What follows belongs to an exercise in optimizing a design on an open flow for small area, a short achievable clock period and few clock cycles; a production flow would make more cautious choices.
Where RTL was checked, it was by simulation tests only, not by an equivalence proof against the original.
No activity file was given, so power comes from the tool's default toggle rates.

==> flow/design.v <==
module hist_norm (
    input  wire        clk,
    input  wire        rst,           
    input  wire        start,         
    output reg         busy,
    output reg         done,          
    output wire [7:0]  err_code,      
    output wire [8:0]  err_info,      
    output wire [8:0]  alpha,         
    output wire [7:0]  imax_o,        
    output reg         fallback,      
    output reg         raw_rd,
    output wire [8:0]  raw_addr,
    input  wire [31:0] raw_rdata,
    output reg         f_rd,
    output wire [7:0]  f_raddr,
    input  wire [11:0] f_rdata,
    output wire        f_we,
    output wire [7:0]  f_waddr,
    output wire [11:0] f_wdata
);
    localparam [3:0] S_IDLE = 4'd0,
                     S_P1   = 4'd1,     
                     S_P1F  = 4'd2,     
                     S_P1E  = 4'd3,     
                     S_P2   = 4'd4,     
                     S_FX1  = 4'd5,     
                     S_FX2  = 4'd6,     
                     S_FX3  = 4'd7,     
                     S_FX4  = 4'd8,     
                     S_WR   = 4'd9,     
                     S_FBS  = 4'd10,    
                     S_FBE  = 4'd11,    
                     S_FBD  = 4'd12,    
                     S_FBW  = 4'd13,    
                     S_DONE = 4'd14;
    localparam SEGW = 5;                
    localparam NSEG = 8;                
    reg [3:0]  state, ns;
    reg [8:0]  a;             
    reg        rv;            
    reg        pv;            
    reg [31:0] din;           
    reg        dnz;           
    reg        dv;            
    reg        sv;            
    reg [3:0]  shq;           
    reg [3:0]  j0q;           
    reg [39:0] total;         
    reg [NSEG-1:1] tcy;       
    reg [5:0]  mt;            
    reg        nz;            
    reg [8:0]  hi1;           
    reg [7:0]  imax;          
    reg [2:0]  ec;            
    reg [41:0] w;             
    reg [11:0] q;             
    reg [3:0]  j;             
    reg        bsy;           
    reg        nzc;           
    reg        more;          
    reg        rp;            
    reg        rb;            
    reg        we;
    reg [7:0]  waddr;
    reg [11:0] fval;
    reg [12:0] resid;         
    reg        fxok;          
    assign err_code = {5'd0, ec};
    assign err_info = {ec[1], imax & {8{ec[1]}}};
    assign alpha    = hi1;
    assign imax_o   = imax;
    assign raw_addr = a;
    assign f_raddr  = a[7:0];
    assign f_we     = we;
    assign f_waddr  = waddr;
    assign f_wdata  = fval;
    wire [5:0]  sdiff = mt - {1'b0, dmsb};
    wire [3:0]  sh    = (sdiff > 6'd11) ? 4'd11 : sdiff[3:0];
    wire [41:0] wload = {10'd0, din} << shq;
    wire        wneg  = w[41];
    wire [42:0] wop   = {1'b0, total, 2'b00} ^ {43{~wneg}};
    wire [42:0] wsum  = {w[40:0], 1'b0, 1'b1} + {wop[42:1], ~wneg};
    wire [41:0] wnext = wsum[42:1];
    wire        qbit  = !wnext[41];
    wire        last  = bsy && (j == 4'd0);
    wire        load  = (state == S_P2) && sv && (!bsy || last);
    wire        gt    = din > w[31:0];
    reg  [39:0] tsum;
    reg  [NSEG:1] tco;
    integer     s, b;
    reg         c;
    always @* begin
        for (s = 0; s < NSEG; s = s + 1) begin
            c = (s == 0) ? 1'b0 : tcy[s];
            for (b = s * SEGW; b < (s + 1) * SEGW; b = b + 1) begin
                tsum[b] = total[b] ^ (b < 32 ? din[b] : 1'b0) ^ c;
                c = (total[b] & (b < 32 ? din[b] : 1'b0)) |
                    (c & (total[b] ^ (b < 32 ? din[b] : 1'b0)));
            end
            tco[s + 1] = c;
        end
    end
    wire [8:0]  a_inc  = a + 9'd1;
    wire [8:0]  p_inc  = a - 9'd1;          
    wire [8:0]  p      = a - 9'd2;
    wire        more_n = raw_rd ? (a_inc < hi1) : more;
    wire        dv_n   = rv || (dv && !load);
    wire        bsy_n  = load || (bsy && !last);
    wire [3:0]  j_n    = load ? j0q : (j - 4'd1);
    wire        rd_p2  = (state == S_P2) && more_n && !raw_rd &&
                         (!dv_n || !bsy_n || (j_n[3:1] == 3'd0));
    reg  [5:0]  mtn;
    reg  [4:0]  dmsb;
    integer     k;
    always @* begin
        mtn = 6'd0;
        for (k = 0; k < 40; k = k + 1)
            if (total[k]) mtn = k[5:0];
        dmsb = 5'd0;
        for (k = 0; k < 32; k = k + 1)
            if (din[k]) dmsb = k[4:0];
    end
    wire        rfix  = (state == S_FX3);
    wire [12:0] radd  = rfix ? {1'b0, din[11:0]} :
                        (state == S_FBD) ? 13'd0 : ~{1'b0, fval};
    wire [13:0] rsum  = {resid, 1'b1} + {radd, !rfix};
    wire [12:0] rnew  = rsum[13:1];
    wire [11:0] fadd  = (state == S_FBD) ? 12'hFFF : {11'd0, rb};
    wire [11:0] fnew  = fval + fadd;
    always @* begin
        ns = state;
        case (state)
        S_IDLE, S_DONE: ns = start ? S_P1 : S_IDLE;
        S_P1: begin
            if (pv && p == 9'd511 && (nz || dnz))
                ns = S_DONE;
            else if (pv && p == 9'd255)
                ns = S_P1F;
        end
        S_P1F: if (a == 9'd256 + NSEG) ns = S_P1E;
        S_P1E: ns = nz ? S_P2 : S_DONE;
        S_P2:  if (!more && !rv && !dv && !bsy && !rp && !we) ns = S_FX1;
        S_FX1: ns = S_FX2;
        S_FX2: ns = S_FX3;
        S_FX3: ns = S_FX4;
        S_FX4: ns = fxok ? S_WR : S_FBS;
        S_WR:  ns = S_DONE;
        S_FBS: if (pv && p[7:0] == 8'd255) ns = S_FBE;
        S_FBE: ns = S_FBD;
        S_FBD: ns = S_FBW;
        S_FBW: ns = (resid == 13'd0) ? S_DONE : S_FBS;
        default: ns = S_IDLE;
        endcase
    end
    always @(posedge clk) begin
        if (rst) begin
            state  <= S_IDLE;
            busy   <= 1'b0;
            done   <= 1'b0;
            raw_rd <= 1'b0;
            f_rd   <= 1'b0;
            we     <= 1'b0;
            rv     <= 1'b0;
            pv     <= 1'b0;
            rp     <= 1'b0;
        end else begin
            state  <= ns;
            busy   <= (ns != S_IDLE) && (ns != S_DONE);
            done   <= (ns == S_DONE);
            raw_rd <= (ns == S_P1) || (ns == S_P1F) || ((state == S_P1E) && nz) || rd_p2;
            f_rd   <= (ns == S_FX1) || (ns == S_FBS);
            rv     <= raw_rd || f_rd;
            rp     <= (state == S_P2) && last;
            we     <= ((state == S_P1) && pv && !p[8] && !dnz && nz) ||
                      rp || ((state == S_FX4) && fxok) || (state == S_FBD);
            case (state)
            S_P1, S_P1F, S_FBS: pv <= rv;
            default:            pv <= 1'b0;
            endcase
        end
    end
    always @(posedge clk) begin
        if (rv) begin
            din  <= (state == S_P1 || state == S_P1F || state == S_P2) ? raw_rdata : {20'd0, f_rdata};
            dnz  <= |raw_rdata;
        end
        shq <= sh;
        j0q <= dnz ? (4'd12 - sh) : 4'd1;
        j   <= j_n;
        q   <= load ? 12'd0 : {q[10:0], qbit};
        if (raw_rd || f_rd)
            a <= a_inc;
        case (state)
        S_IDLE, S_DONE: begin
            a     <= 9'd256;
            total <= 40'd0;
            tcy   <= {(NSEG-1){1'b0}};
            w     <= 42'd0;
            nz    <= 1'b0;
            fval  <= 12'd0;
            resid <= 13'd2048;
        end
        S_P1: begin
            if (!pv) begin
                ec <= 3'd0;
            end else begin
                if (p[8]) begin
                    if (dnz)
                        imax <= p[7:0];
                    if (p == 9'd511) begin
                        nz <= 1'b0;
                        if (nz || dnz)
                            ec <= 3'b110;
                    end else if (dnz) begin
                        nz <= 1'b1;
                    end
                end else begin
                    total <= tsum;
                    tcy   <= tco[NSEG-1:1];
                    if (dnz) begin
                        nz  <= 1'b1;
                        hi1 <= p_inc;
                    end
                    if (gt) begin
                        w    <= {10'd0, din};
                        imax <= p[7:0];
                    end
                    if (!dnz)
                        waddr <= p[7:0];
                end
            end
        end
        S_P1F: begin
            total <= tsum;
            tcy   <= tco[NSEG-1:1];
        end
        S_P1E: begin
            mt   <= mtn;
            a    <= 9'd0;
            dv   <= 1'b0;
            sv   <= 1'b0;
            bsy  <= 1'b0;
            more <= 1'b1;
            waddr <= 8'hFF;
            if (!nz)
                ec <= 3'b101;
        end
        S_P2: begin
            more <= more_n;
            dv   <= dv_n;
            sv   <= dv_n && !rv;
            bsy  <= bsy_n;
            if (we)
                resid <= rnew;
            if (bsy)
                w <= wnext;
            if (last) begin
                fval  <= q;
                rb    <= qbit | (nzc && (q == 12'd0));
                waddr <= waddr + 8'd1;
            end
            if (rp)
                fval <= fnew;
            if (load) begin
                w   <= wload;
                nzc <= dnz;
            end
            if (ns == S_FX1)
                a <= {1'b0, imax};
        end
        S_FX3: begin
            fval  <= rnew[11:0];
            waddr <= imax;
            fxok  <= !rnew[12] && (rnew != 13'd0);
        end
        S_FX4: begin
            fallback <= !fxok;
            a        <= 9'd0;
            w        <= 42'd0;
        end
        S_FBS: begin
            if (pv) begin
                if (gt) begin
                    w     <= {10'd0, din};
                    waddr <= p[7:0];
                end
            end
        end
        S_FBE: fval <= w[11:0];
        S_FBD: begin
            fval  <= fnew;
            resid <= rnew;
        end
        S_FBW: begin
            a <= 9'd0;
            w <= 42'd0;
        end
        default: ;
        endcase
    end
endmodule
export LEC_CHECK = 0
export CAP_MARGIN = 20
export CORE_MARGIN = 2
export CORE_UTILIZATION = 40
export SLEW_MARGIN = 20
create_clock -name core_clock -period 10.0 [get_ports {clk}]
standard.sh (not shown) runs the stock make flow with config.mk's settings and CLKGATE_MAP_FILE= SYNTH_SCRIPT=/design/flow/synth_recipe.tcl, a recipe that flattens the netlist after the stock synthesis.
==> flow/flow/run.sh <==
#!/bin/bash
set -euo pipefail
export SETUP_SLACK_MARGIN=6.4
export BUFFER_PORTS_ARGS="-buffer_cell sky130_fd_sc_hd__buf_2"
bash standard.sh > flow_make.log 2>&1
Then changed:
--- a/flow/design.v
+++ b/flow/design.v
@@ -35,16 +35,18 @@
                      S_FBW  = 4'd13,    
                      S_DONE = 4'd14;
     localparam SEGW = 5;                
     localparam NSEG = 8;                
     reg [3:0]  state, ns;
     reg [8:0]  a;             
+    reg [8:0]  p;             
     reg        rv;            
     reg        pv;            
     reg [31:0] din;           
     reg        dnz;           
+    reg [4:0]  dmsb;          
     reg        dv;            
     reg        sv;            
     reg [3:0]  shq;           
     reg [3:0]  j0q;           
     reg [39:0] total;         
     reg [NSEG-1:1] tcy;       
@@ -99,30 +101,29 @@
                     (c & (total[b] ^ (b < 32 ? din[b] : 1'b0)));
             end
             tco[s + 1] = c;
         end
     end
     wire [8:0]  a_inc  = a + 9'd1;
-    wire [8:0]  p_inc  = a - 9'd1;          
-    wire [8:0]  p      = a - 9'd2;
+    wire [8:0]  p_inc  = p + 9'd1;
     wire        more_n = raw_rd ? (a_inc < hi1) : more;
     wire        dv_n   = rv || (dv && !load);
     wire        bsy_n  = load || (bsy && !last);
     wire [3:0]  j_n    = load ? j0q : (j - 4'd1);
     wire        rd_p2  = (state == S_P2) && more_n && !raw_rd &&
                          (!dv_n || !bsy_n || (j_n[3:1] == 3'd0));
     reg  [5:0]  mtn;
-    reg  [4:0]  dmsb;
+    reg  [4:0]  rmsb;
     integer     k;
     always @* begin
         mtn = 6'd0;
         for (k = 0; k < 40; k = k + 1)
             if (total[k]) mtn = k[5:0];
-        dmsb = 5'd0;
+        rmsb = 5'd0;
         for (k = 0; k < 32; k = k + 1)
-            if (din[k]) dmsb = k[4:0];
+            if (raw_rdata[k]) rmsb = k[4:0];
     end
     wire        rfix  = (state == S_FX3);
     wire [12:0] radd  = rfix ? {1'b0, din[11:0]} :
                         (state == S_FBD) ? 13'd0 : ~{1'b0, fval};
     wire [13:0] rsum  = {resid, 1'b1} + {radd, !rfix};
     wire [12:0] rnew  = rsum[13:1];
@@ -135,13 +136,13 @@
         S_P1: begin
             if (pv && p == 9'd511 && (nz || dnz))
                 ns = S_DONE;
             else if (pv && p == 9'd255)
                 ns = S_P1F;
         end
-        S_P1F: if (a == 9'd256 + NSEG) ns = S_P1E;
+        S_P1F: if (p == 9'd256 + NSEG - 2) ns = S_P1E;
         S_P1E: ns = nz ? S_P2 : S_DONE;
         S_P2:  if (!more && !rv && !dv && !bsy && !rp && !we) ns = S_FX1;
         S_FX1: ns = S_FX2;
         S_FX2: ns = S_FX3;
         S_FX3: ns = S_FX4;
         S_FX4: ns = fxok ? S_WR : S_FBS;
@@ -181,33 +182,36 @@
         end
     end
     always @(posedge clk) begin
         if (rv) begin
             din  <= (state == S_P1 || state == S_P1F || state == S_P2) ? raw_rdata : {20'd0, f_rdata};
             dnz  <= |raw_rdata;
+            dmsb <= rmsb;
         end
         shq <= sh;
         j0q <= dnz ? (4'd12 - sh) : 4'd1;
         j   <= j_n;
         q   <= load ? 12'd0 : {q[10:0], qbit};
         if (raw_rd || f_rd)
             a <= a_inc;
         case (state)
         S_IDLE, S_DONE: begin
             a     <= 9'd256;
+            p     <= 9'd256;
             total <= 40'd0;
             tcy   <= {(NSEG-1){1'b0}};
             w     <= 42'd0;
             nz    <= 1'b0;
             fval  <= 12'd0;
             resid <= 13'd2048;
         end
         S_P1: begin
             if (!pv) begin
                 ec <= 3'd0;
             end else begin
+                p <= p_inc;
                 if (p[8]) begin
                     if (dnz)
                         imax <= p[7:0];
                     if (p == 9'd511) begin
                         nz <= 1'b0;
                         if (nz || dnz)
@@ -229,23 +233,24 @@
                     if (!dnz)
                         waddr <= p[7:0];
                 end
             end
         end
         S_P1F: begin
+            p     <= p_inc;
             total <= tsum;
             tcy   <= tco[NSEG-1:1];
         end
         S_P1E: begin
             mt   <= mtn;
             a    <= 9'd0;
+            p    <= 9'h1FF;
             dv   <= 1'b0;
             sv   <= 1'b0;
             bsy  <= 1'b0;
             more <= 1'b1;
-            waddr <= 8'hFF;
             if (!nz)
                 ec <= 3'b101;
         end
         S_P2: begin
             more <= more_n;
             dv   <= dv_n;
@@ -255,35 +260,38 @@
                 resid <= rnew;
             if (bsy)
                 w <= wnext;
             if (last) begin
                 fval  <= q;
                 rb    <= qbit | (nzc && (q == 12'd0));
-                waddr <= waddr + 8'd1;
+                waddr <= p[7:0];
             end
             if (rp)
                 fval <= fnew;
             if (load) begin
                 w   <= wload;
                 nzc <= dnz;
+                p   <= p_inc;
             end
             if (ns == S_FX1)
                 a <= {1'b0, imax};
         end
         S_FX3: begin
             fval  <= rnew[11:0];
             waddr <= imax;
             fxok  <= !rnew[12] && (rnew != 13'd0);
         end
         S_FX4: begin
             fallback <= !fxok;
             a        <= 9'd0;
+            p        <= 9'd0;
             w        <= 42'd0;
         end
         S_FBS: begin
             if (pv) begin
+                p <= p_inc;
                 if (gt) begin
                     w     <= {10'd0, din};
                     waddr <= p[7:0];
                 end
             end
         end
@@ -291,12 +299,13 @@
         S_FBD: begin
             fval  <= fnew;
             resid <= rnew;
         end
         S_FBW: begin
             a <= 9'd0;
+            p <= 9'd0;
             w <= 42'd0;
         end
         default: ;
         endcase
     end
 endmodule
Effect: Non-clock buffer count came out lower by 30. Critical path depth went down by 7. Combinational power is lower by 22%. Design area went down by about 2.8%. Register-to-register slack is better by 510 ps.
Testbench counts after the change, summed over its fixed seeds: cycles 100,952.
Only the layout flow was run in the first run of this note; the RTL was not checked for function there.

-- separate check: timing with driven ports --
The results above use ideal ports. As a check the final layouts listed here were re-extracted and re-timed, cells and wires unchanged.
Step 1: set_driving_cell puts a clkbuf_16 on clk and a buf_2 on each other input, an assumption about the parent block.
Step 2 adds t to the input delays and takes it off the output delays; t is the mean of the earliest and latest rising clock arrival at the registers after step 1. Input paths then give back, and output paths get back, about the clock's delay inside the block.
Three values: ideal ports, drivers, drivers and shift; two values: the first two.
| run | shift t [ns] | setup WS [ns] | worst data-port slew with drivers (ns) |
|---|---|---|---|
| the first run | 0.629 | 5.990 / 5.990 / 5.990 | 0.04 |
| the second run | 0.627 | 6.500 / 6.495 / 6.222 | 0.03 |
After both steps setup and hold are still met in every run listed. For the second run, which loses most, drivers alone change the setup slack by -0.005 ns; drivers and shift together by -0.278 ns.
